What follows belongs to an exercise in optimizing a design on an open flow for small area, a short achievable clock period and few clock cycles per item; a production flow would make more cautious choices. No functional check of the RTL was part of any run shown here. No activity file was given, so power comes from the tool's default toggle rates.

## flow/design.v

```verilog
module crc64_nvme_byte (
    input  wire [63:0] crc_in,
    input  wire [7:0]  data,
    input  wire        hold,
    output wire [63:0] crc_out
);
    localparam [63:0] POLY_R = 64'h9A6C9329AC4BC9B5;
    reg [63:0] c;
    integer i;
    always @(*) begin
        c = {56'd0, (crc_in[7:0] ^ data) & {8{~hold}}};
        for (i = 0; i < 8; i = i + 1)
            c = (c >> 1) ^ (POLY_R & {64{c[0]}});
        c = c ^ {8'd0, crc_in[63:8]};
    end
    assign crc_out = c;
endmodule
module frame_decoder (
    input  wire        clk,
    input  wire        rst,           
    input  wire        cmd_valid,
    output wire        cmd_ready,
    input  wire [2:0]  cmd_op,
    input  wire [63:0] cmd_arg,
    output reg         rsp_valid,
    output wire [7:0]  rsp_status,
    output wire [7:0]  rsp_cause,
    output reg  [63:0] rsp_result,
    input  wire        in_valid,
    output reg         in_ready,
    input  wire [7:0]  in_data,
    output wire        out_valid,
    input  wire        out_ready,
    output wire [7:0]  out_data
);
    localparam [2:0] OP_INIT     = 3'd0;
    localparam [2:0] OP_GET_LCS  = 3'd1;
    localparam [2:0] OP_GET_OFF  = 3'd2;
    localparam [2:0] OP_RESET    = 3'd3;
    localparam [2:0] OP_FINALIZE = 3'd4;
    localparam [5:0] C_BAD_VERSION     = 6'h11;
    localparam [5:0] C_LENGTH_MISMATCH = 6'h12;
    localparam [5:0] C_BAD_FLAGS       = 6'h13;
    localparam [5:0] C_ZERO_SEGMENTS   = 6'h14;
    localparam [5:0] C_SEQUENCE        = 6'h15;
    localparam [5:0] C_CONTENT_OVERRUN = 6'h16;
    localparam [5:0] C_PAST_END        = 6'h17;
    localparam [5:0] C_FINAL_OFFSET    = 6'h18;
    localparam [5:0] C_SEGMENT_CRC     = 6'h20;
    localparam [5:0] C_MESSAGE_CRC     = 6'h21;
    reg        valid;             
    reg        fault;
    reg [5:0]  fcause;            
    reg r_hdr, r_shdr, r_cont, r_sftr, r_mftr, r_fread, r_done;
    reg [63:0] xlen;              
    reg        crc_on;            
    reg [15:0] seg_count;         
    reg [63:0] offset;
    reg [15:0] seg_num;
    reg [63:0] seg_rem;           
    reg [63:0] seg_crc;           
    reg [63:0] msg_crc;
    reg [63:0] boundary;
    reg        has_b;             
    reg [15:0] b_seg_num;
    reg [63:0] b_msg_crc;
    reg [3:0]  hcnt;              
    reg        lastb;             
    reg        perr;              
    reg        len_nz;            
    reg [7:0]  pb;                
    reg        pbw;               
    reg        ovf;               
    reg [7:0]  e0;                
    reg        ez;                
    reg [7:0]  ob0, ob1;
    reg        ov0, ov1;
    reg        go;                
    reg [2:0]  op_r;
    reg        pending;           
    reg [2:0]  st_r;
    reg [6:0]  ca_r;
    assign cmd_ready  = 1'b1;
    assign out_valid  = ov0;
    assign out_data   = ob0;
    assign rsp_status = {5'd0, st_r};
    assign rsp_cause  = {1'b0, ca_r};
    wire take   = in_valid & in_ready;
    wire footer = r_sftr | r_mftr;
    wire tl     = take & lastb;               
    wire tc     = take & r_cont;              
    reg [3:0] k;
    always @(*) begin
        case (1'b1)
            r_hdr:   k = 4'd13;
            r_shdr:  k = 4'd10;
            r_cont:  k = 4'd1;
            default: k = 4'd8;
        endcase
    end
    wire [63:0] off_k = offset + {60'd0, k};
    wire [15:0] snp1   = seg_num + 16'd1;
    wire        rem1   = (seg_rem == 64'd1);
    wire        last_s = (seg_num == seg_count);
    wire        last_n = (snp1 == seg_count);
    wire        x_hi0  = (xlen[63:5] == 59'd0);
    wire        x_lt13 = x_hi0 & (xlen[4:0] < 5'd13);
    wire        x_lt23 = x_hi0 & (xlen[4:0] < 5'd23);
    wire e_lt8  = ez & (e0 < 8'd8);
    wire e_lt10 = ez & (e0 < 8'd10);
    wire e_lt16 = ez & (e0 < 8'd16);
    wire e_lt18 = ez & (e0 < 8'd18);
    wire e_eq0  = ez & (e0 == 8'd0);
    wire e_eq16 = ez & (e0 == 8'd16);
    wire [63:0] seg_crc_nx, msg_crc_nx;
    crc64_nvme_byte u_seg_crc (.crc_in(seg_crc), .data(in_data), .hold(footer), .crc_out(seg_crc_nx));
    crc64_nvme_byte u_msg_crc (.crc_in(msg_crc), .data(in_data), .hold(footer), .crc_out(msg_crc_nx));
    reg        berr;
    reg [5:0]  bcode;
    always @(*) begin
        berr  = 1'b0;
        bcode = C_BAD_VERSION;
        if (r_hdr) begin
            if (hcnt == 4'd0) begin
                berr = (in_data != 8'd1);  bcode = C_BAD_VERSION;
            end else if (hcnt <= 4'd8) begin
                berr = (in_data != pb);    bcode = C_LENGTH_MISMATCH;
            end else if (hcnt == 4'd9) begin
                berr = (in_data[7:1] != 7'd0); bcode = C_BAD_FLAGS;
            end else if (hcnt == 4'd10) begin
                berr = (in_data != 8'd0);  bcode = C_BAD_FLAGS;
            end
        end else if (r_shdr) begin
            bcode = C_SEQUENCE;
            if (hcnt == 4'd0)      berr = (in_data != snp1[7:0]);
            else if (hcnt == 4'd1) berr = (in_data != snp1[15:8]);
        end else if (r_sftr) begin
            bcode = C_SEGMENT_CRC;
            berr  = ((in_data ^ seg_crc[7:0]) != 8'hff);
        end else begin
            bcode = C_MESSAGE_CRC;
            berr  = ((in_data ^ msg_crc[7:0]) != 8'hff);
        end
    end
    wire       ovf_nx = ovf ? (in_data >= pb) : (in_data > pb);
    wire [7:0] pbo    = pb - {7'd0, ovf};
    wire       e_byte0 = (in_data == pbo);
    wire [7:0] e_byte = pbo - in_data;
    wire       nz_nx  = len_nz | (in_data != 8'd0);
    wire       zero_c = (seg_count[7:0] == 8'd0) & (in_data == 8'd0);
    wire       ez_z   = ez & (pbo == 8'd0);
    wire       ez_lt8  = ez_z & (e0 < 8'd8);
    wire       ez_lt10 = ez_z & (e0 < 8'd10);
    wire       ez_eq0  = ez_z & (e0 == 8'd0);
    wire [2:0] pb_sel = r_hdr ? hcnt[2:0] : (hcnt[2:0] - 3'd1);
    wire [7:0] x_byte = xlen[8 * pb_sel +: 8];
    wire [7:0] o_byte = off_k[8 * pb_sel +: 8] & {8{~r_hdr}};
    wire       pbw_in = r_shdr & (hcnt != 4'd1) & pbw;
    wire [8:0] pb_sub = {1'b0, x_byte} - {1'b0, o_byte} - {8'd0, pbw_in};
    wire go_init  = go & (op_r == OP_INIT);
    wire go_ok    = go & valid & !fault;
    wire go_reset = go_ok & (op_r == OP_RESET);
    wire go_fin   = go_ok & (op_r == OP_FINALIZE) & (r_fread | r_done);
    reg        n_fault;
    reg [5:0]  n_fcause;
    reg        n_hdr, n_shdr, n_cont, n_sftr, n_mftr, n_fread, n_done;
    reg        n_valid;
    always @(*) begin
        n_valid  = valid;
        n_fault  = fault;
        n_fcause = fcause;
        {n_hdr, n_shdr, n_cont, n_sftr, n_mftr, n_fread, n_done} =
            {r_hdr, r_shdr, r_cont, r_sftr, r_mftr, r_fread, r_done};
        if (go_init) begin
            n_valid = 1'b1;
            n_fault = 1'b0;
            {n_hdr, n_shdr, n_cont, n_sftr, n_mftr, n_fread, n_done} = 7'b1000000;
        end else if (go_reset) begin
            if (!has_b)
                {n_hdr, n_shdr, n_cont, n_sftr, n_mftr, n_fread, n_done} = 7'b1000000;
            else if (b_seg_num < seg_count)
                {n_hdr, n_shdr, n_cont, n_sftr, n_mftr, n_fread, n_done} = 7'b0100000;
            else if (crc_on)
                {n_hdr, n_shdr, n_cont, n_sftr, n_mftr, n_fread, n_done} = 7'b0000100;
            else
                {n_hdr, n_shdr, n_cont, n_sftr, n_mftr, n_fread, n_done} = 7'b0000010;
        end else if (go_fin) begin
            {n_hdr, n_shdr, n_cont, n_sftr, n_mftr, n_fread, n_done} = 7'b0000001;
        end else if (tc) begin
            if (rem1) begin
                n_cont = 1'b0;
                if (crc_on) begin
                    n_sftr = 1'b1;
                    if (e_lt8) begin n_fault = 1'b1; n_fcause = C_PAST_END; end
                end else if (last_s) begin
                    n_fread = 1'b1;
                    if (!e_eq0) begin n_fault = 1'b1; n_fcause = C_FINAL_OFFSET; end
                end else begin
                    n_shdr = 1'b1;
                    if (e_lt10) begin n_fault = 1'b1; n_fcause = C_PAST_END; end
                end
            end
        end else if (tl) begin
            if (r_hdr) begin
                n_hdr = 1'b0; n_shdr = 1'b1;
                if (perr | berr) begin
                    n_fault = 1'b1; n_fcause = perr ? fcause : bcode;
                end else if (zero_c) begin
                    n_fault = 1'b1; n_fcause = C_ZERO_SEGMENTS;
                end else if (x_lt23) begin
                    n_fault = 1'b1; n_fcause = C_PAST_END;
                end
            end else if (r_shdr) begin
                n_shdr = 1'b0;
                if (nz_nx)       n_cont  = 1'b1;
                else if (crc_on) n_sftr  = 1'b1;
                else if (last_n) n_fread = 1'b1;
                else             n_shdr  = 1'b1;
                if (perr) begin
                    n_fault = 1'b1; n_fcause = fcause;
                end else if (ovf_nx) begin
                    n_fault = 1'b1; n_fcause = C_CONTENT_OVERRUN;
                end else if (!nz_nx) begin
                    if (crc_on) begin
                        if (ez_lt8) begin n_fault = 1'b1; n_fcause = C_PAST_END; end
                    end else if (last_n) begin
                        if (!ez_eq0) begin n_fault = 1'b1; n_fcause = C_FINAL_OFFSET; end
                    end else begin
                        if (ez_lt10) begin n_fault = 1'b1; n_fcause = C_PAST_END; end
                    end
                end
            end else if (r_sftr) begin
                n_sftr = 1'b0;
                if (last_s) n_mftr = 1'b1;
                else        n_shdr = 1'b1;
                if (perr | berr) begin
                    n_fault = 1'b1; n_fcause = C_SEGMENT_CRC;
                end else if (last_s ? e_lt16 : e_lt18) begin
                    n_fault = 1'b1; n_fcause = C_PAST_END;
                end
            end else begin  
                n_mftr = 1'b0; n_fread = 1'b1;
                if (perr | berr) begin
                    n_fault = 1'b1; n_fcause = C_MESSAGE_CRC;
                end else if (!e_eq16) begin
                    n_fault = 1'b1; n_fcause = C_FINAL_OFFSET;
                end
            end
        end else if (take & berr & !perr) begin
            n_fcause = bcode;        
        end
    end
    wire n_takes = n_hdr | n_shdr | n_cont | n_sftr | n_mftr;
    wire step_ok = r_hdr  ? !(perr | berr | zero_c | x_lt13) :
                   r_shdr ? !(perr | ovf_nx) :
                            !(perr | berr);
    wire off_en = tc | (tl & step_ok);
    wire bnd_en = (tc & rem1 & !crc_on) |
                  (tl & step_ok & (r_sftr | (r_shdr & !nz_nx & !crc_on)));
    wire bsv_en = (tc & rem1 & !crc_on) |
                  (tl & (r_sftr | (r_shdr & !nz_nx & !crc_on)));
    wire push  = tc;
    wire pop   = ov0 & out_ready;
    wire n_ov0 = ov1 | push | (ov0 & !pop);
    wire n_ov1 = ov1 ? !pop : (push & ov0 & !pop);
    always @(posedge clk) begin
        if (rst) begin
            valid     <= 1'b0;
            fault     <= 1'b0;
            in_ready  <= 1'b0;
            ov0       <= 1'b0;
            ov1       <= 1'b0;
            go        <= 1'b0;
            pending   <= 1'b0;
            rsp_valid <= 1'b0;
        end else begin
            valid     <= n_valid;
            fault     <= n_fault;
            in_ready  <= n_valid & !n_fault & n_takes & !(n_ov0 & n_ov1);
            ov0       <= n_ov0;
            ov1       <= n_ov1;
            go        <= cmd_valid;
            pending   <= (cmd_valid | pending) & n_ov0;
            rsp_valid <= (cmd_valid | pending) & !n_ov0;
        end
    end
    always @(posedge clk) begin
        fcause <= n_fcause;
        {r_hdr, r_shdr, r_cont, r_sftr, r_mftr, r_fread, r_done} <=
            {n_hdr, n_shdr, n_cont, n_sftr, n_mftr, n_fread, n_done};
        if (!ov0 | pop) ob0 <= ov1 ? ob1 : in_data;
        if (push) ob1 <= in_data;
        if (cmd_valid) begin
            op_r <= cmd_op;
            st_r <= 3'd0;
            ca_r <= 7'd0;
            if (cmd_op == OP_INIT) xlen <= cmd_arg;
            if (cmd_op == OP_GET_LCS || cmd_op == OP_RESET) rsp_result <= boundary;
            else if (cmd_op == OP_GET_OFF || cmd_op == OP_FINALIZE) rsp_result <= offset;
            else rsp_result <= 64'd0;
            if (cmd_op > OP_FINALIZE) begin
                st_r <= 3'd5; ca_r <= 7'h50;
            end else if (cmd_op == OP_INIT) begin
            end else if (!valid) begin
                st_r <= 3'd6; ca_r <= 7'h60;
            end else if (cmd_op == OP_GET_LCS || cmd_op == OP_GET_OFF) begin
            end else if (fault) begin
                st_r <= 3'd7; ca_r <= {1'b0, fcause};
            end else if (cmd_op == OP_FINALIZE && !(r_fread | r_done)) begin
                st_r <= 3'd3; ca_r <= 7'h30;
            end
        end
        if (go_init | go_reset | off_en)
            offset <= go_init ? 64'd0 : go_reset ? boundary : off_k;
        if (go_init | bnd_en)
            boundary <= go_init ? 64'd0 : off_k;
        if (go_init | bsv_en)
            has_b <= !go_init;
        if (bsv_en) begin
            b_seg_num <= r_shdr ? snp1 : seg_num;
            b_msg_crc <= msg_crc;
        end
        if (go_reset | (take & (r_hdr | (r_shdr & lastb))))
            seg_num <= go_reset ? b_seg_num : r_hdr ? 16'd0 : snp1;
        if (take & r_hdr & (hcnt == 4'd9))  crc_on <= in_data[0];
        if (take & r_hdr & (hcnt == 4'd11)) seg_count[7:0] <= in_data;
        if (take & r_hdr & (hcnt == 4'd12)) seg_count[15:8] <= in_data;
        if (go_init | go_reset) begin
            hcnt  <= 4'd0;
            lastb <= 1'b0;
            perr  <= 1'b0;
        end else if (take) begin
            if (lastb | r_cont) begin
                hcnt  <= 4'd0;
                lastb <= 1'b0;
                perr  <= 1'b0;
            end else begin
                hcnt  <= hcnt + 4'd1;
                lastb <= (r_hdr & (hcnt == 4'd11)) | (r_shdr & (hcnt == 4'd8)) |
                         (footer & (hcnt == 4'd6));
                perr  <= perr | berr;
            end
        end
        if (take) begin
            seg_rem <= r_cont ? seg_rem - 64'd1 : {in_data, seg_rem[63:8]};
            len_nz  <= (r_shdr & (hcnt >= 4'd2)) & nz_nx;
            ovf     <= (r_shdr & (hcnt >= 4'd2)) & ovf_nx;
            pb      <= pb_sub[7:0];
            pbw     <= pb_sub[8];
        end
        if (take & r_shdr & (hcnt == 4'd2)) e0 <= e_byte;
        if (take & r_shdr & (hcnt >= 4'd2))
            ez <= (ez | (hcnt == 4'd2)) & ((hcnt == 4'd2) | e_byte0);
        if (take & (r_shdr | r_cont | r_sftr))
            seg_crc <= r_shdr ? {64{1'b1}} : seg_crc_nx;
        if (go_reset | (take & (r_hdr | r_cont | r_mftr)))
            msg_crc <= go_reset ? b_msg_crc : r_hdr ? {64{1'b1}} : msg_crc_nx;
    end
endmodule
```

## flow/run.sh

```bash
#!/bin/bash
# synth_recipe.tcl (not shown) runs the flow's synth.tcl, then flattens the netlist and writes it again
# the make line also repeats each setting of config.mk as NAME=value (left out here)
make -C /OpenROAD-flow-scripts/flow DESIGN_CONFIG=/design/flow/config.mk WORK_HOME=/design/flow/orfs CLKGATE_MAP_FILE= SYNTH_SCRIPT=/design/flow/synth_recipe.tcl finish
```

## flow/config.mk

```make
export PLATFORM = sky130hd
export DESIGN_NAME = frame_decoder
export DESIGN_NICKNAME = frame_decoder
export VERILOG_FILES = /design/flow/design.v
export SDC_FILE = /design/flow/constraint.sdc
export NUM_CORES = 4
export LEC_CHECK = 0
export CAP_MARGIN = 40
export CORE_MARGIN = 2
export CORE_UTILIZATION = 40
export SLEW_MARGIN = 40
```

## flow/constraint.sdc

```tcl
create_clock -name core_clock -period 12.0 [get_ports {clk}]
set_input_delay 2.4000 -clock core_clock [delete_from_list [all_inputs] [get_ports {clk}]]
set_output_delay 2.4000 -clock core_clock [all_outputs]
set_load 0.01 [all_outputs]
```

==> key figures, run 1 <==
Status
  • Status: timing/DRC/antenna clean

CTS
  • Clock Latency Late Sink: 0.63 ns
  • Clock slew at reported path FFs: 0.06 ns
  • Post-cts sizing count: 0
  • Post-CTS setup repair buffer count: 0
  • Clock Sinks: 638
  • Max Buffers Root-to-Sink: 3
  • Clk root buf: clkbuf_16
  • CTS tree: yes
  • # hold bufs at CTS: 0
  • Num CTS Buffers: 73
  • H-tree Lvls: 3

Yosys
  • Ys Warns: 2
  • Main synth FF type: edfxtp_1
  • Synthesized flop and latch total: 638
  • Synth Area per Inst: 11.37 um2
  • Mapped cell area: 0.03367 mm2
  • Seq/Total Area, Yosys: 56.28%
  • Post-synth top area share: 55.03%
  • Synth cell types: 94
  • Post-synth ARST share: 0%
  • Mapped Cells: 2960
  • Top cells by area, synth: edfxtp_1 (55%), xnor2_1 (7.2%), xor2_1 (4.6%), nand2_1 (3.9%), nor2_1 (3.3%)
  • EDFF count, synth: 617
  • Synth cell count leaders: edfxtp_1 (617), nand2_1 (349), nor2_1 (293)
  • Largest area contributor in the netlist: edfxtp_1
  • Most common cell in the synthesized netlist: edfxtp_1

Timing
  • Setup TNS: 0 ns
  • Pins Over Slew Limit: 0
  • Layout Skew: 0.03979 ns
  • Fin. Hold Viols: 0
  • Unrepaired setup endpoints after global routing: no
  • Count of final setup violators: 0
  • Crit path time final: 6.146 ns
  • Tightest Pin Transition: 0.8409 ns
  • Final Cycle Share: 51.21%
  • Achievable Freq: 162.7 MHz
  • Worst setup margin: 5.854 ns
  • Slew margin rel.: 43.94%

Setup path
  • Critical path data arrival time: 6.37 ns
  • Crit start category: primary input
  • Critical path's slowest cell: clkdlybuf4s50_1
  • Delay-heaviest family, CP: buffers and inverters
  • Crit-path max cell delay: 0.85 ns
  • CP dominant cell by count: nand3_1
  • Req. time, crit path: 12.22 ns
  • Worst-path maximum fanout: 64
  • Buf/Inv on CP: 3
  • Worst Setup Path Type: in2reg
  • Crit. End Element: flip-flop
  • CP Cell Sequence: clkdlybuf4s50_1 -> ha_1 -> nand4_1 -> inv_1 -> nand3_1 -> o22ai_1 -> a21oi_1 -> or3_1 -> o32ai_1 -> nand3_1 -> o211ai_1 -> buf_6

Placed design
  • Gp weighted congestion: 0.9226
  • Buffers on Ports: 164
  • Place WS: 5.349 ns
  • Dpl hpwl: 61.48 mm

Pwr
  • Internal power: 0.004518 W
  • Sw power: 0.001897 W
  • Cell Pwr Density: 165.3 mW/mm2
  • Leak Pwr: 13.02 nW
  • Flop pwr share: 40.4%
  • Gate power share: 24.8%
  • Max IR drop VDD: 155.0 uV
  • Switching part of the total: 29.57%
  • Total power: 0.006415 W
  • Clock network fraction of total power: 34.8%

Floorplan
  • Starting Density: 40.29%
  • Num rows: 106
  • Die span in x: 294.1 um
  • Die Span Y: 294.1 um
  • Core Area: 0.08356 mm2
  • I/O pin count: 172
  • Full die area: 0.08650 mm2

Drt
  • Top layer used by detailed routing: met5
  • Routed length on met3: 5.824 mm
  • Vias/cell: 5.498
  • DRC violations left: 0
  • Met2 routed wirelength: 42.01 mm
  • Routed WL: 90.23 mm
  • Vias: 23240
  • Drt wl/cell: 21.35 um
  • Final ANT Viol Nets: 0
  • Initial drt markers: 2234
  • Router iterations before antenna repair: 6
  • WL met1: 39.53 mm

Layout
  • Share of cells above drive strength 1: 7.475%
  • NumNets Final: 3232
  • Synth-to-Final Area Change: 15.26%

GRT
  • First-pass GRT wire length: 137.4 mm
  • Total gr overflow: 0
  • Largest net degree at the start of global routing: 76
  • Vias in the first global route: 23000
  • Initial antenna violation count: 6
  • Total Routing Usage GR: 20.54%

Flow run
  • Max-Cap Viols: 0

Worst hold path
  • Worst hold path class: reg2reg
per-layer routing:
metal	up-vias	GRT usage, %
met1	11380	28.10
met3	166	3.625
met5	-	0
met4	6	7.118
li1	10910	-
met2	775	32.86
worst reg2reg max path: cells and delay by family (launching register included):
| family | cells | cell delay (ns) |
|---|---|---|
| XOR/XNOR | 2 | 0.54 |
| adder cells (fa/ha/maj) | 3 | 0.89 |
| flip-flops | 1 | 0.33 |
| AO/OA/AOI/OAI | 10 | 1.65 |
| buffers and inverters | 4 | 0.92 |
| AND/OR/NAND/NOR | 4 | 1.54 |
cell families after synthesis:
group,count (synthesis),synth area share [%]
multiplexers,24,0.9291
other,2,0.02231
flip-flops,638,56.28
AO/OA/AOI/OAI,488,9.354
XOR/XNOR,481,13.56
adder cells (fa/ha/maj),66,2.527
AND/OR/NAND/NOR,1022,14.32
buffers and inverters,239,2.999
area by class of cell:
class                           instances  area, um2
Sequential cell                       638      18950
Timing Repair Buffer                  197       1913
Clock buffer                           93       1997
Tap cell                             1080       1351
Inverter                               90      337.8
Multi-Input combinational cell       2088      13860
Fill cell                            7602      44750
Antenna cell                            3      7.507
Clock inverter                         38      387.9
sequential cells by signal, summed over array words and instances, names as in the netlist, 7 cells and up:
name / flops
ob1: 8
b_msg_crc: 64
offset: 64
seg_count: 16
b_seg_num: 16
msg_crc: 64
seg_rem: 64
ob0: 8
pb: 8
ca_r: 7
seg_num: 16
rsp_result: 64
seg_crc: 64
e0: 8
boundary: 64
xlen: 64
final timing paths:
kind | cells after the start | slack [ns] | to | startpoint
worst max register to register | 23 | 5.86 | pbw | r_hdr
worst min-delay path | 0 | 0.46 | b_msg_crc[12] | msg_crc[12]
worst max-delay path | 12 | 5.85 | boundary[8] | in_data[4]
worst min register to register | 0 | 0.46 | b_msg_crc[12] | msg_crc[12]
per-stage QoR:
| step | instances | utilization [%] | area, um2 | hold slack (ns) |
|---|---|---|---|---|
| floorplan | 2965 | - | 33690 | 0.4473 |
| global placement | 4092 | 43.51 | 36350 | 0.4533 |
| detailed placement | 4092 | 43.54 | 36380 | 0.4602 |
| CTS | 4223 | 46.40 | 38770 | 0.4692 |
| global route | 4227 | 46.44 | 38810 | 0.4780 |
| finish | 4227 | 46.44 | 38810 | 0.4619 |
power groups by stage:
stage,Clock [W],Sequential (W),Combinational [W]
floorplan,0,0.00263,0.00117
global placement,0,0.00264,0.00157
detailed placement,0,0.00264,0.00159
CTS,0.00228,0.00259,0.00160
global route,0.00236,0.00259,0.00174
finish,0.00223,0.00259,0.00159
cells in the final DEF, fill, tap and decap left out, types with 24 or more instances in the layout:
cell,n
nand4_1,37
nor2_1,288
a22o_1,65
edfxtp_1,617
ha_1,60
clkbuf_16,77
and3_1,38
nor4_1,45
o21ai_0,86
xor2_1,174
a31oi_1,24
nand2_1,349
nor3_1,43
or3_1,26
a21oi_1,171
buf_4,28
inv_1,84
nand3_1,63
xnor2_1,275
clkdlybuf4s50_1,162
==> inputs of run 2 (changes only) <==
--- a/flow/config.mk
+++ b/flow/config.mk
@@ -8,4 +8,5 @@
 export CAP_MARGIN = 40
 export CORE_MARGIN = 2
 export CORE_UTILIZATION = 40
+export SETUP_SLACK_MARGIN = 5
 export SLEW_MARGIN = 40
==> run 2 against run 1 <==
Compared with the run above: clock skew is 0.0081 ns lower; non-clock buffer count is 2 higher; first-iteration DRC count is 2.3% lower; die area stayed put; fmax is 4.7% lower; core utilization is 0.12 points higher; largest cell class unchanged; largest power group unchanged; highest routed layer unchanged.
==> key figures, run 2 <==
Setup path
  • Req. time, crit path: 12.42 ns
  • Crit. End Element: flip-flop
  • Buf/Inv on CP: 1
  • Crit-path max cell delay: 0.62 ns
  • Worst-path maximum fanout: 30
  • Critical path data arrival time: 6.87 ns
  • Critical path's slowest cell: a21oi_1
  • Crit start category: flip-flop
  • Worst Setup Path Type: reg2reg
  • CP Cell Sequence: buf_4 -> nand2_1 -> fa_1 -> nor2b_1 -> o21ai_0 -> a21oi_1 -> and2_1 -> nand3_1 -> xor2_1 -> o221ai_1 -> nor2_1 -> a211oi_1 -> fa_1 -> fa_1 -> nand2_1 -> a21oi_1 -> o21bai_1 -> a21oi_1 -> o21bai_1 -> a21oi_1 -> xor2_1
  • Delay-heaviest family, CP: compound AO/OA/AOI/OAI gates
  • CP dominant cell by count: a21oi_1

Floorplan
  • Die span in x: 294.1 um
  • Full die area: 0.08650 mm2
  • Die Span Y: 294.1 um
  • Num rows: 106
  • Starting Density: 40.29%
  • I/O pin count: 172
  • Core Area: 0.08356 mm2

GRT
  • Total gr overflow: 0
  • Total Routing Usage GR: 21.01%
  • Vias in the first global route: 23420
  • Largest net degree at the start of global routing: 122
  • Initial antenna violation count: 3
  • First-pass GRT wire length: 141.1 mm

Placed design
  • Placement Cell Area: 0.03648 mm2
  • Gp weighted congestion: 0.9087
  • Placed cell count: 4095
  • Buffers on Ports: 164
  • Dpl hpwl: 62.36 mm

Pwr
  • Cell Pwr Density: 165.4 mW/mm2
  • Max IR drop VDD: 108.8 uV
  • Total power: 0.006435 W
  • Clock network fraction of total power: 34.8%
  • Flop pwr share: 40.2%
  • Sw power: 0.001894 W
  • Leak Pwr: 13.05 nW
  • Gate power share: 25.0%
  • Switching part of the total: 29.43%
  • Internal power: 0.004541 W

Yosys
  • Mapped Cells: 2960
  • Synth cell count leaders: edfxtp_1 (617), nand2_1 (349), nor2_1 (293)
  • Mapped cell area: 0.03367 mm2
  • Post-synth top area share: 55.03%
  • Ys Warns: 2
  • EDFF count, synth: 617
  • Main synth FF type: edfxtp_1
  • Seq/Total Area, Yosys: 56.28%
  • Synth Area per Inst: 11.37 um2
  • Synth cell types: 94
  • Synthesized flop and latch total: 638
  • Top cells by area, synth: edfxtp_1 (55%), xnor2_1 (7.2%), xor2_1 (4.6%), nand2_1 (3.9%), nor2_1 (3.3%)
  • Post-synth ARST share: 0%
  • Most common cell in the synthesized netlist: edfxtp_1
  • Largest area contributor in the netlist: edfxtp_1

CTS
  • Post-cts sizing count: 0
  • Clock Latency Late Sink: 0.63 ns
  • Num CTS Buffers: 72
  • CTS tree: yes
  • Clock slew at reported path FFs: 0.06 ns
  • Max Buffers Root-to-Sink: 3
  • # hold bufs at CTS: 0
  • Clk root buf: clkbuf_16
  • Post-CTS setup repair buffer count: 0
  • H-tree Lvls: 3
  • Clock Sinks: 638

Timing
  • Fin. Hold Viols: 0
  • Crit path time final: 6.446 ns
  • Count of final setup violators: 0
  • Layout Skew: 0.03171 ns
  • Unrepaired setup endpoints after global routing: no
  • Slew margin rel.: 38.67%
  • Setup TNS: 0 ns
  • Achievable Freq: 155.1 MHz
  • Tightest Pin Transition: 0.9176 ns
  • Final Cycle Share: 53.72%
  • Hold_ws: 0.4633 ns
  • Pins Over Slew Limit: 0

Flow run
  • Max-Cap Viols: 0

Drt
  • Final ANT Viol Nets: 0
  • Initial drt markers: 2183
  • Routed length on met3: 5.628 mm
  • Met2 routed wirelength: 43.80 mm
  • Routed WL: 91.44 mm
  • WL met1: 39.46 mm
  • Top layer used by detailed routing: met5
  • Vias: 23380
  • Router iterations before antenna repair: 7
  • Vias/cell: 5.531
  • Drt wl/cell: 21.64 um
  • DRC violations left: 0

Layout
  • Synth-to-Final Area Change: 15.55%
  • Final Non-Filler Cells: 4226
  • # fillers: 7648
  • NumNets Final: 3233
  • Share of cells above drive strength 1: 7.568%
  • Most frequent cells in the layout: edfxtp_1 (617), nand2_1 (349), nor2_1 (288), xnor2_1 (275), xor2_1 (174)
  • Commonest non-fill, non-tap cell in the layout: edfxtp_1
  • Final instance area: 0.03890 mm2

Status
  • Status: timing/DRC/antenna clean

Worst hold path
  • Worst hold path class: reg2reg
[run 2: cell counts after synthesis]
Identical to the previous run, type by type.
[run 2: metal layers]
metal | track usage, % | vias to the layer above
li1 | - | 10920
met1 | 28.42 | 11490
met2 | 34.42 | 816
met3 | 3.406 | 147
met4 | 6.944 | 2
met5 | 0 | -
[run 2: metrics by stage]
stage,utilization [%],setup WS (ns)
2_1_floorplan,-,4.476
6_report,46.56,5.554
4_1_cts,46.52,5.535
3_3_place_gp,43.63,4.725
5_1_grt,46.56,5.288
3_5_place_dp,43.66,4.890
[run 2: worst register-to-register path, stage by stage (launching register included)]
cell and delay [ns]:
dfxtp_1 0.31, buf_4 0.41, nand2_1 0.42, fa_1 0.54, nor2b_1 0.17, o21ai_0 0.18
a21oi_1 0.62, and2_1 0.52, nand3_1 0.15, xor2_1 0.21, o221ai_1 0.24, nor2_1 0.14
a211oi_1 0.57, fa_1 0.34, fa_1 0.23, nand2_1 0.07, a21oi_1 0.24, o21bai_1 0.09
a21oi_1 0.25, o21bai_1 0.09, a21oi_1 0.18, xor2_1 0.28
[run 2: area by class of cell]
class | instances | area [um2] | share of cell area [%]
antenna | 1 | 2.502 | 0.006433
clock buffer | 92 | 1972 | 5.069
clock inverter | 38 | 419.2 | 1.077
inverter | 90 | 346.6 | 0.8909
multi-input combinational | 2088 | 13920 | 35.79
sequential | 638 | 18950 | 48.72
tap | 1080 | 1351 | 3.474
timing repair buffer | 199 | 1934 | 4.972
[run 2: worst paths after layout]
path | startpoint | endpoint | slack, ns | cells after the start
max | r_shdr | pbw | 5.55 | 21
min | msg_crc[6] | b_msg_crc[6] | 0.46 | 0
max reg2reg | r_shdr | pbw | 5.55 | 21
min reg2reg | msg_crc[6] | b_msg_crc[6] | 0.46 | 0
[run 2: cell families after synthesis]
logic type	share of synthesized area [%]
buffers and inverters	2.999
XOR/XNOR	13.56
other	0.02231
AND/OR/NAND/NOR	14.32
AO/OA/AOI/OAI	9.354
adder cells (fa/ha/maj)	2.527
flip-flops	56.28
multiplexers	0.9291
[run 2: power by group through the flow]
| stage | registers, W | clock network [W] | logic, W |
|---|---|---|---|
| 3_5_place_dp | 0.00264 | 0 | 0.00161 |
| 6_report | 0.00259 | 0.00224 | 0.00161 |
| 5_1_grt | 0.00259 | 0.00237 | 0.00176 |
| 2_1_floorplan | 0.00263 | 0 | 0.00117 |
| 4_1_cts | 0.00259 | 0.00229 | 0.00162 |
| 3_3_place_gp | 0.00263 | 0 | 0.00159 |
==> inputs of run 3 (changes only) <==
--- a/flow/design.v
+++ b/flow/design.v
@@ -19,13 +19,13 @@
     input  wire        clk,
     input  wire        rst,           
     input  wire        cmd_valid,
-    output wire        cmd_ready,
+    output reg         cmd_ready,
     input  wire [2:0]  cmd_op,
     input  wire [63:0] cmd_arg,
     output reg         rsp_valid,
     output wire [7:0]  rsp_status,
     output wire [7:0]  rsp_cause,
-    output reg  [63:0] rsp_result,
+    output wire [63:0] rsp_result,
     input  wire        in_valid,
     output reg         in_ready,
     input  wire [7:0]  in_data,
@@ -66,6 +66,8 @@
     reg [63:0] b_msg_crc;
     reg [3:0]  hcnt;              
     reg        lastb;             
+    reg        rem1;              
+    reg        last_s;            
     reg        perr;              
     reg        len_nz;            
     reg [7:0]  pb;                
@@ -78,20 +80,23 @@
     reg        go;                
     reg [2:0]  op_r;
     reg        pending;           
+    reg        swapped;           
     reg [2:0]  st_r;
     reg [6:0]  ca_r;
-    assign cmd_ready  = 1'b1;
     assign out_valid  = ov0;
     assign out_data   = ob0;
     assign rsp_status = {5'd0, st_r};
     assign rsp_cause  = {1'b0, ca_r};
+    assign rsp_result = offset;
     wire take   = in_valid & in_ready;
+    wire cmd_fire = cmd_valid & cmd_ready;
     wire footer = r_sftr | r_mftr;
     wire tl     = take & lastb;               
     wire tc     = take & r_cont;              
     reg [3:0] k;
     always @(*) begin
         case (1'b1)
+            swap:    k = 4'd0;
             r_hdr:   k = 4'd13;
             r_shdr:  k = 4'd10;
             r_cont:  k = 4'd1;
@@ -100,8 +105,6 @@
     end
     wire [63:0] off_k = offset + {60'd0, k};
     wire [15:0] snp1   = seg_num + 16'd1;
-    wire        rem1   = (seg_rem == 64'd1);
-    wire        last_s = (seg_num == seg_count);
     wire        last_n = (snp1 == seg_count);
     wire        x_hi0  = (xlen[63:5] == 59'd0);
     wire        x_lt13 = x_hi0 & (xlen[4:0] < 5'd13);
@@ -134,12 +137,9 @@
             bcode = C_SEQUENCE;
             if (hcnt == 4'd0)      berr = (in_data != snp1[7:0]);
             else if (hcnt == 4'd1) berr = (in_data != snp1[15:8]);
-        end else if (r_sftr) begin
-            bcode = C_SEGMENT_CRC;
-            berr  = ((in_data ^ seg_crc[7:0]) != 8'hff);
         end else begin
-            bcode = C_MESSAGE_CRC;
-            berr  = ((in_data ^ msg_crc[7:0]) != 8'hff);
+            bcode = r_sftr ? C_SEGMENT_CRC : C_MESSAGE_CRC;
+            berr  = (in_data != pb);
         end
     end
     wire       ovf_nx = ovf ? (in_data >= pb) : (in_data > pb);
@@ -157,10 +157,15 @@
     wire [7:0] o_byte = off_k[8 * pb_sel +: 8] & {8{~r_hdr}};
     wire       pbw_in = r_shdr & (hcnt != 4'd1) & pbw;
     wire [8:0] pb_sub = {1'b0, x_byte} - {1'b0, o_byte} - {8'd0, pbw_in};
+    wire init_now = cmd_fire & (cmd_op == OP_INIT);
+    wire slow_cmd = (cmd_op == OP_GET_LCS) | (cmd_op == OP_RESET);
     wire go_init  = go & (op_r == OP_INIT);
     wire go_ok    = go & valid & !fault;
     wire go_reset = go_ok & (op_r == OP_RESET);
     wire go_fin   = go_ok & (op_r == OP_FINALIZE) & (r_fread | r_done);
+    wire go_lcs   = go & valid & (op_r == OP_GET_LCS);
+    wire swap_bk  = swapped & rsp_valid;
+    wire swap     = go_lcs | swap_bk;
     reg        n_fault;
     reg [5:0]  n_fcause;
     reg        n_hdr, n_shdr, n_cont, n_sftr, n_mftr, n_fread, n_done;
@@ -270,8 +275,10 @@
             in_ready  <= 1'b0;
             ov0       <= 1'b0;
             ov1       <= 1'b0;
+            cmd_ready <= 1'b1;
             go        <= 1'b0;
             pending   <= 1'b0;
+            swapped   <= 1'b0;
             rsp_valid <= 1'b0;
         end else begin
             valid     <= n_valid;
@@ -279,9 +286,11 @@
             in_ready  <= n_valid & !n_fault & n_takes & !(n_ov0 & n_ov1);
             ov0       <= n_ov0;
             ov1       <= n_ov1;
-            go        <= cmd_valid;
-            pending   <= (cmd_valid | pending) & n_ov0;
-            rsp_valid <= (cmd_valid | pending) & !n_ov0;
+            cmd_ready <= !cmd_fire;
+            go        <= cmd_fire;
+            pending   <= (cmd_fire & slow_cmd) | ((cmd_fire | pending) & n_ov0);
+            rsp_valid <= ((cmd_fire & !slow_cmd) | pending) & !n_ov0;
+            swapped   <= go_lcs | (swapped & !rsp_valid);
         end
     end
     always @(posedge clk) begin
@@ -290,14 +299,11 @@
             {n_hdr, n_shdr, n_cont, n_sftr, n_mftr, n_fread, n_done};
         if (!ov0 | pop) ob0 <= ov1 ? ob1 : in_data;
         if (push) ob1 <= in_data;
-        if (cmd_valid) begin
+        if (cmd_fire) begin
             op_r <= cmd_op;
             st_r <= 3'd0;
             ca_r <= 7'd0;
             if (cmd_op == OP_INIT) xlen <= cmd_arg;
-            if (cmd_op == OP_GET_LCS || cmd_op == OP_RESET) rsp_result <= boundary;
-            else if (cmd_op == OP_GET_OFF || cmd_op == OP_FINALIZE) rsp_result <= offset;
-            else rsp_result <= 64'd0;
             if (cmd_op > OP_FINALIZE) begin
                 st_r <= 3'd5; ca_r <= 7'h50;
             end else if (cmd_op == OP_INIT) begin
@@ -310,9 +316,9 @@
                 st_r <= 3'd3; ca_r <= 7'h30;
             end
         end
-        if (go_init | go_reset | off_en)
-            offset <= go_init ? 64'd0 : go_reset ? boundary : off_k;
-        if (go_init | bnd_en)
+        if (init_now | go_reset | swap | off_en)
+            offset <= init_now ? 64'd0 : (go_reset | swap) ? boundary : off_k;
+        if (go_init | swap | bnd_en)
             boundary <= go_init ? 64'd0 : off_k;
         if (go_init | bsv_en)
             has_b <= !go_init;
@@ -343,11 +349,25 @@
         end
         if (take) begin
             seg_rem <= r_cont ? seg_rem - 64'd1 : {in_data, seg_rem[63:8]};
+            rem1    <= r_cont ? (seg_rem == 64'd2) :
+                       ((in_data == 8'd0) & (seg_rem[63:16] == 48'd0) & (seg_rem[15:8] == 8'd1));
             len_nz  <= (r_shdr & (hcnt >= 4'd2)) & nz_nx;
             ovf     <= (r_shdr & (hcnt >= 4'd2)) & ovf_nx;
-            pb      <= pb_sub[7:0];
             pbw     <= pb_sub[8];
         end
+        if (go_reset)
+            pb <= ~b_msg_crc[7:0];
+        else if (take) begin
+            if (r_hdr | (r_shdr & !lastb)) pb <= pb_sub[7:0];
+            else if (r_shdr)               pb <= 8'h00;
+            else if (r_cont | (r_sftr & !lastb)) pb <= ~seg_crc_nx[7:0];
+            else if (r_sftr)               pb <= ~msg_crc[7:0];
+            else                           pb <= ~msg_crc_nx[7:0];
+        end
+        if (go_reset)
+            last_s <= (b_seg_num == seg_count);
+        else if (take & r_shdr & lastb)
+            last_s <= last_n;
         if (take & r_shdr & (hcnt == 4'd2)) e0 <= e_byte;
         if (take & r_shdr & (hcnt >= 4'd2))
             ez <= (ez | (hcnt == 4'd2)) & ((hcnt == 4'd2) | e_byte0);
==> flow/flow/run.sh (new file) <==
#!/bin/bash
# The standard layout, with timing repair aiming at a setup slack of 8.0 ns
# (a shorter achieved period) instead of 0. Each step's log is kept in
# orfs/logs by ORFS; the make output goes to the logs below.
set -euo pipefail
bash standard.sh synth > synth_make.log 2>&1
bash standard.sh SETUP_SLACK_MARGIN=8.0 finish > layout_make.log 2>&1
==> flow/standard.sh (new file) <==
#!/bin/bash
# synth_recipe.tcl (not shown) runs the flow's synth.tcl, then flattens the netlist and writes it again
# the make line also repeats each setting of config.mk as NAME=value (left out here)
make -C /OpenROAD-flow-scripts/flow DESIGN_CONFIG=/design/flow/config.mk WORK_HOME=/design/flow/orfs CLKGATE_MAP_FILE= SYNTH_SCRIPT=/design/flow/synth_recipe.tcl "${@:-finish}"
--- a/flow/config.mk
+++ b/flow/config.mk
@@ -8,5 +8,4 @@
 export CAP_MARGIN = 40
 export CORE_MARGIN = 2
 export CORE_UTILIZATION = 40
-export SETUP_SLACK_MARGIN = 5
 export SLEW_MARGIN = 40
removed: flow/run.sh
==> run 3 against run 2 <==
Compared with the run above: still clean on timing, DRC and antenna; critical path depth up 2; global-route usage is 3.1 points higher; final area rose by 12%; sequential power shrank 12%; routed wire length up 9.6%; sequential cell count shrank 60; synthesized cell count shrank 6.6%; sequential share of layout area down 9.3 points; fmax grew 25%; largest cell class unchanged.
==> key figures, run 3 <==
Yosys
  • Top cells by area, synth: edfxtp_1 (53%), xnor2_1 (8.0%), nor2_1 (4.3%), xor2_1 (4.0%), nand2_1 (2.6%)
  • Largest family of logic cells by synthesized area: XOR/XNOR gates
  • Synthesized flop and latch total: 578
  • Most common cell in the synthesized netlist: edfxtp_1
  • Ys Warns: 2
  • Largest area contributor in the netlist: edfxtp_1
  • EDFF count, synth: 555
  • Simple-Gate Fraction of Synth Area: 14.51%
  • Adder-cell share of the synthesized area: 2.712%
  • Post-synth top area share: 52.97%
  • Seq/Total Area, Yosys: 54.44%
  • Synth cell types: 93
  • Synth Area per Inst: 11.38 um2
  • Synth cell count leaders: edfxtp_1 (555), nor2_1 (364), xnor2_1 (286)
  • Post-synth ARST share: 0%
  • Mux share of post-synthesis cell area: 2.168%
  • Xor and xnor area share after synthesis: 14.67%
  • Mapped Cells: 2764
  • Area fraction in compound gates after synthesis: 8.511%
  • Mapped cell area: 0.03146 mm2
  • Main synth FF type: edfxtp_1

Layout
  • Synth-to-Final Area Change: 38.12%
  • Share of cells above drive strength 1: 26.65%
  • Antenna cells: 0
  • Commonest non-fill, non-tap cell in the layout: edfxtp_1
  • NumNets Final: 3369
  • Most frequent cells in the layout: edfxtp_1 (555), nor2_1 (347), nand2_1 (200), xnor2_1 (195), buf_4 (175)

Placed design
  • Dpl hpwl: 60.36 mm
  • Gp weighted congestion: 0.9166
  • Place WS: 5.258 ns
  • Buffers on Ports: 165

Floorplan
  • Die Span Y: 284.4 um
  • Die span in x: 284.4 um
  • Num rows: 102
  • I/O pin count: 172
  • Full die area: 0.08091 mm2
  • Starting Density: 40.48%
  • Core Area: 0.07772 mm2

CTS
  • Clock Sinks: 578
  • CTS tree: yes
  • Clock slew at reported path FFs: 0.06 ns
  • H-tree Lvls: 3
  • # hold bufs at CTS: 0
  • Clock Latency Late Sink: 0.62 ns
  • Clk root buf: clkbuf_16
  • Max Buffers Root-to-Sink: 3
  • Num CTS Buffers: 67

Setup path
  • Worst-path maximum fanout: 5
  • Critical path data arrival time: 5.52 ns
  • Worst Setup Path Type: reg2reg
  • CP dominant cell by count: a21o_1
  • Critical path's slowest cell: mux4_2
  • CP Cell Sequence: nand3_2 -> or3_4 -> nand2_8 -> nor2_4 -> ha_4 -> a21o_1 -> a21oi_4 -> o21bai_4 -> and3_4 -> nand3_4 -> xor2_4 -> mux4_2 -> a2111oi_4 -> ha_1 -> inv_2 -> ha_4 -> buf_6 -> a21oi_4 -> o21ai_2 -> a21o_1 -> a21o_1 -> a21oi_2 -> xor2_1
  • Req. time, crit path: 12.36 ns
  • Crit start category: flip-flop
  • Delay-heaviest family, CP: compound AO/OA/AOI/OAI gates
  • Crit-path max cell delay: 0.54 ns
  • Crit. End Element: flip-flop
  • Buf/Inv on CP: 2

GRT
  • First-pass GRT wire length: 149.5 mm
  • Vias in the first global route: 24160
  • Total gr overflow: 0
  • Total Routing Usage GR: 24.09%
  • Largest net degree at the start of global routing: 107
  • Initial antenna violation count: 1

Drt
  • Routed WL: 100.2 mm
  • Vias/cell: 5.585
  • Initial drt markers: 2367
  • Drt wl/cell: 23.22 um
  • Final ANT Viol Nets: 0
  • DRC violations left: 0
  • Vias: 24110
  • Router iterations before antenna repair: 5

Worst hold path
  • Worst hold path class: reg2reg

Timing
  • Worst setup margin: 6.843 ns
  • Count of final setup violators: 0
  • Tightest Pin Transition: 0.9183 ns
  • Pins Over Slew Limit: 0
  • Achievable Freq: 193.9 MHz
  • Final Cycle Share: 42.98%
  • Crit path time final: 5.157 ns
  • Setup TNS: 0 ns
  • Unrepaired setup endpoints after global routing: yes
  • Fin. Hold Viols: 0
  • Slew margin rel.: 38.31%
  • Layout Skew: 0.02598 ns

Pwr
  • Leak Pwr: 15.46 nW
  • Cell Pwr Density: 140.3 mW/mm2
  • Max IR drop VDD: 84.92 uV
  • Switching part of the total: 27.40%
  • Clock network fraction of total power: 36.4%
  • Gate power share: 26.1%
  • Flop pwr share: 37.5%
  • Sw power: 0.001671 W
  • Internal power: 0.004427 W

Flow run
  • Max-Cap Viols: 0

Status
  • Status: timing/DRC/antenna clean
## run 3: cell types whose count changed after synthesis, moves of 15 or more
cell,before,now
nand2_1,349,217
nor2_1,293,364
a22o_1,65,2
edfxtp_1,617,555
a211oi_1,12,66
o21ai_0,89,59
xor2_1,175,145
a21oi_1,171,151
xnor3_1,5,20
## run 3: logic make-up after synthesis
group	count (synthesis)
adders and majority gates	66
DFF	578
AOI/OAI and AO/OA	419
muxes	45
and+or+nand+nor	957
other	1
buffers and inverters	229
xor gates and xnor gates	469
## run 3: routing by layer
layer  global-route usage, %  up-vias  share of wire, %
met3                   4.061      234               6.7
met1                   32.19    11960                42
met4                   8.868        2               3.7
li1                        -    10910                 -
met5                       0        -            0.0090
met2                   39.43      998                48
## run 3: final timing paths
| path | start | end | slack (ns) | cells after the start |
|---|---|---|---|---|
| hold / removal | msg_crc[41] | b_msg_crc[41] | 0.47 | 0 |
| setup / recovery | op_r[0] | pbw | 6.84 | 23 |
| hold reg to reg | msg_crc[41] | b_msg_crc[41] | 0.47 | 0 |
| setup reg to reg | op_r[0] | pbw | 6.84 | 23 |
## run 3: power by group through the flow
stage	logic, W	clock network, W	registers [W]
after CTS	0.00140	0.00225	0.00229
after global routing	0.00168	0.00233	0.00229
final	0.00159	0.00222	0.00229
after detailed placement	0.00103	0	0.00233
after global placement	0.00102	0	0.00233
after floorplan	0.000773	0	0.00232
## run 3: worst register-to-register path: stages (launching register included)
cell and delay [ns]:
edfxtp_1 0.38, nand3_2 0.09, or3_4 0.44, nand2_8 0.14
nor2_4 0.06, ha_4 0.25, a21o_1 0.15, a21oi_4 0.08
o21bai_4 0.25, and3_4 0.30, nand3_4 0.10, xor2_4 0.17
mux4_2 0.54, a2111oi_4 0.45, ha_1 0.32, inv_2 0.07
ha_4 0.21, buf_6 0.13, a21oi_4 0.17, o21ai_2 0.08
a21o_1 0.18, a21o_1 0.17, a21oi_2 0.12, xor2_1 0.08
## run 3: repair_timing
item | 4_1_cts | 5_1_grt
hold endpoints to repair | 0 | 0
gates resized for setup | 415 | 170
setup buffers | 235 | 63
pin swaps | 156 | 137
setup endpoints to repair | 560 | 379
cloned | 35 | 2
## run 3: cell type report
class | count | area, um2
Multi-Input combinational cell | 1968 | 16290
Fill cell | 6260 | 34270
Timing Repair inverter | 2 | 21.27
Sequential cell | 578 | 17140
Tap cell | 1040 | 1301
Timing Repair Buffer | 524 | 5976
Inverter | 83 | 362.8
Clock inverter | 43 | 574.3
Clock buffer | 78 | 1782
## run 3: metrics by stage
step	utilization [%]	cell area (um2)	total power (W)	instances	hold slack, ns
after floorplan	-	32640	0.003091	2769	0.4374
after global placement	45.05	35010	0.003348	3852	0.4527
after detailed placement	45.30	35210	0.003359	3859	0.4564
after CTS	53.98	41960	0.005939	4250	0.4660
after global routing	55.91	43450	0.006302	4316	0.4762
final	55.91	43450	0.006098	4316	0.4708
==> inputs of run 4 (changes only) <==
==> flow/flow/run.sh (replaced) <==
#!/bin/bash
# The standard layout, with timing repair aiming at a setup slack of 7.0 ns
# (a shorter achieved period) instead of 0. Each step's log is kept in
# orfs/logs by ORFS; the make output goes to the logs below.
set -euo pipefail
bash standard.sh synth > synth_make.log 2>&1
bash standard.sh SETUP_SLACK_MARGIN=7.0 finish > layout_make.log 2>&1
==> run 4 against run 3 <==
Compared with the run above: first-iteration DRC count shrank 11%; sequential share of layout area grew 5.2 points; critical path type unchanged; fmax grew 0.27%; largest power group unchanged; critical endpoint unchanged; core utilization shrank 6.5 points.
==> key figures, run 4 <==
Status
  • Status: timing/DRC/antenna clean

Yosys
  • Post-synth top area share: 52.97%
  • Mux share of post-synthesis cell area: 2.168%
  • Synthesized flop and latch total: 578
  • Main synth FF type: edfxtp_1
  • Mapped Cells: 2764
  • Most common cell in the synthesized netlist: edfxtp_1
  • Seq/Total Area, Yosys: 54.44%
  • Simple-Gate Fraction of Synth Area: 14.51%
  • Xor and xnor area share after synthesis: 14.67%
  • Mapped cell area: 0.03146 mm2
  • Synth cell count leaders: edfxtp_1 (555), nor2_1 (364), xnor2_1 (286)
  • Synth cell types: 93
  • EDFF count, synth: 555
  • Largest area contributor in the netlist: edfxtp_1
  • Synth Area per Inst: 11.38 um2
  • Ys Warns: 2
  • Area fraction in compound gates after synthesis: 8.511%
  • Top cells by area, synth: edfxtp_1 (53%), xnor2_1 (8.0%), nor2_1 (4.3%), xor2_1 (4.0%), nand2_1 (2.6%)
  • Largest family of logic cells by synthesized area: XOR/XNOR gates
  • Post-synth ARST share: 0%
  • Adder-cell share of the synthesized area: 2.712%

Setup path
  • Setup crit start: op_r[1]
  • Flop2flop setup slack: 6.86 ns
  • Worst-path maximum fanout: 5
  • Crit start category: flip-flop
  • Crit. End Element: flip-flop
  • Worst Setup Path Type: reg2reg
  • Worst r2r src: op_r[1]
  • Critical path data arrival time: 5.58 ns
  • Req. time, crit path: 12.43 ns

Timing
  • Slew margin rel.: 47.22%
  • Setup TNS: 0 ns
  • Pins Over Slew Limit: 0
  • Unrepaired setup endpoints after global routing: yes
  • Layout Skew: 0.04108 ns
  • Count of final setup violators: 0
  • Hold_ws: 0.4622 ns
  • Final Cycle Share: 42.86%
  • Crit path time final: 5.143 ns
  • Tightest Pin Transition: 0.7834 ns
  • Achievable Freq: 194.4 MHz
  • Fin. Hold Viols: 0

GRT
  • Total Routing Usage GR: 21.62%
  • Largest net degree at the start of global routing: 123
  • Initial antenna violation count: 2
  • Vias in the first global route: 22650
  • First-pass GRT wire length: 136.9 mm
  • Total gr overflow: 0

Floorplan
  • I/O pin count: 172
  • Die Span Y: 284.4 um
  • Full die area: 0.08091 mm2
  • Num rows: 102
  • Die span in x: 284.4 um
  • Starting Density: 40.48%
  • Core Area: 0.07772 mm2

CTS
  • Clk root buf: clkbuf_16
  • Clock Sinks: 578
  • Max Buffers Root-to-Sink: 3
  • Num CTS Buffers: 68
  • H-tree Lvls: 3
  • CTS tree: yes
  • Clock Latency Late Sink: 0.62 ns
  • # hold bufs at CTS: 0
  • Clock slew at reported path FFs: 0.06 ns

Pwr
  • Flop pwr share: 42.6%
  • Clock network fraction of total power: 37.1%
  • Internal power: 0.003859 W
  • Max IR drop VDD: 85.12 uV
  • Total power: 0.005348 W
  • Leak Pwr: 12.98 nW
  • Gate power share: 20.3%
  • Cell Pwr Density: 139.3 mW/mm2
  • Switching part of the total: 27.85%
  • Sw power: 0.001490 W

Layout
  • Share of cells above drive strength 1: 15.26%
  • Commonest non-fill, non-tap cell in the layout: edfxtp_1
  • Core Util, Final: 49.40%
  • Synth-to-Final Area Change: 22.05%
  • Most frequent cells in the layout: edfxtp_1 (555), nor2_1 (355), xnor2_1 (269), nand2_1 (204), clkdlybuf4s50_1 (157)
  • NumNets Final: 3151

Drt
  • Initial drt markers: 2111
  • DRC violations left: 0
  • Vias: 22780
  • Router iterations before antenna repair: 6
  • Vias/cell: 5.554
  • Final ANT Viol Nets: 0
  • Drt wl/cell: 21.76 um
  • Routed WL: 89.23 mm

Placed design
  • Buffers on Ports: 165
  • Dpl hpwl: 58.42 mm
  • Gp weighted congestion: 0.9118

Flow run
  • Max-Cap Viols: 0

Worst hold path
  • Hold Startpoint: msg_crc[54]
  • Worst hold path class: reg2reg
-- run 4: cell counts after synthesis --
Identical to the previous run, type by type.
-- run 4: logic make-up (layout without fill, tap and decap cells) --
group,count (synthesis),in the layout
simple gates,957,958
flops,578,578
xor+xnor,469,469
compound gates,419,420
buf+inv,229,518
fa+ha+maj,66,66
mux,45,45
other cells,1,7
-- run 4: layer usage --
| metal | up-vias | track usage [%] | part of all wire, % |
|---|---|---|---|
| met5 | - | 0 | 0 |
| met4 | 0 | 7.382 | 3.2 |
| met3 | 182 | 3.042 | 6.4 |
| met2 | 921 | 34.80 | 48 |
| met1 | 11210 | 29.99 | 43 |
| li1 | 10460 | - | - |
-- run 4: worst max-delay path, stage by stage (launching register included) --
cell	delay, ns
edfxtp_1	0.41
or3_4	0.45
nand2_8	0.10
nor2_4	0.04
ha_4	0.16
fa_2	0.35
a21o_1	0.22
a21oi_4	0.22
buf_4	0.15
nand2b_1	0.18
nor2_1	0.09
xnor2_1	0.17
o211ai_1	0.21
o21ai_2	0.11
a221oi_2	0.35
fa_2	0.26
inv_2	0.04
fa_2	0.34
nand2b_4	0.15
a21oi_2	0.14
o21ai_1	0.09
a21o_1	0.20
a21o_1	0.18
a21oi_2	0.16
xor2_2	0.20
-- run 4: through the flow --
step	worst slack (ns)	std cells	instance area, um2
after global routing	6.666	4100	38400
final	6.857	4101	38400
after floorplan	6.325	2769	31610
after CTS	6.742	4069	37780
after detailed placement	5.097	3858	34290
after global placement	5.005	3854	34180
-- run 4: worst paths after layout --
kind | end | depth (start not counted)
setup / recovery | pbw | 24
hold / removal | b_msg_crc[54] | 0
setup reg to reg | pbw | 24
hold reg to reg | b_msg_crc[54] | 0
-- run 4: cell type report --
| class | count | area (um2) |
|---|---|---|
| Inverter | 83 | 355.3 |
| Timing Repair Buffer | 310 | 3083 |
| Clock buffer | 93 | 1879 |
| Antenna cell | 1 | 2.502 |
| Timing Repair inverter | 1 | 5.005 |
| Fill cell | 6834 | 39320 |
| Tap cell | 1040 | 1301 |
| Sequential cell | 578 | 17140 |
| Multi-Input combinational cell | 1964 | 14420 |
| Clock inverter | 31 | 220.2 |
-- run 4: power groups by stage --
| stage | clock network (W) | registers (W) | logic (W) |
|---|---|---|---|
| 6_report | 0.00198 | 0.00228 | 0.00109 |
| 5_1_grt | 0.00210 | 0.00228 | 0.00117 |
| 4_1_cts | 0.00202 | 0.00228 | 0.00104 |
| 3_5_place_dp | 0 | 0.00232 | 0.000961 |
| 3_3_place_gp | 0 | 0.00232 | 0.000952 |
| 2_1_floorplan | 0 | 0.00232 | 0.000676 |
-- run 4: timing repair --
action / in CTS / in global routing
pin swaps: 43 / 31
gates cloned: 6 / 0
buffers inserted: 81 / 31
endpoints found under the setup margin: 303 / 358
resized for setup: 142 / 80

[separate check: timing with driven ports]
The flow's constraints put no driver on any port. The routed layouts listed below were extracted and timed again, unchanged, in two steps.
Step 1: set_driving_cell puts a clkbuf_16 on clk and a buf_2 on each other input, an assumption about the parent block.
Step 2 moves the port delays by t, midway between the first and last clock arrival at a register: inputs arrive t later, outputs are due t later. That takes back most of the time a late clock gives input paths.
Slacks: no drivers / after step 1 / after step 2; pairs: no drivers / after step 1.
run | t (ns) | setup slack, ns | worst setup path at the end
run 1 | 0.674 | 5.854 / 5.859 / 5.222 | input to register
run 2 | 0.682 | 5.554 / 5.554 / 5.068 | input to register
run 3 | 0.669 | 6.843 / 6.843 / 6.641 | input to register
run 4 | 0.664 | 6.857 / 6.857 / 6.370 | input to register
After both steps setup and hold are still met in every run listed. The setup slack of run 1, which loses most, moves by +0.005 ns with the drivers and by -0.632 ns with both steps.
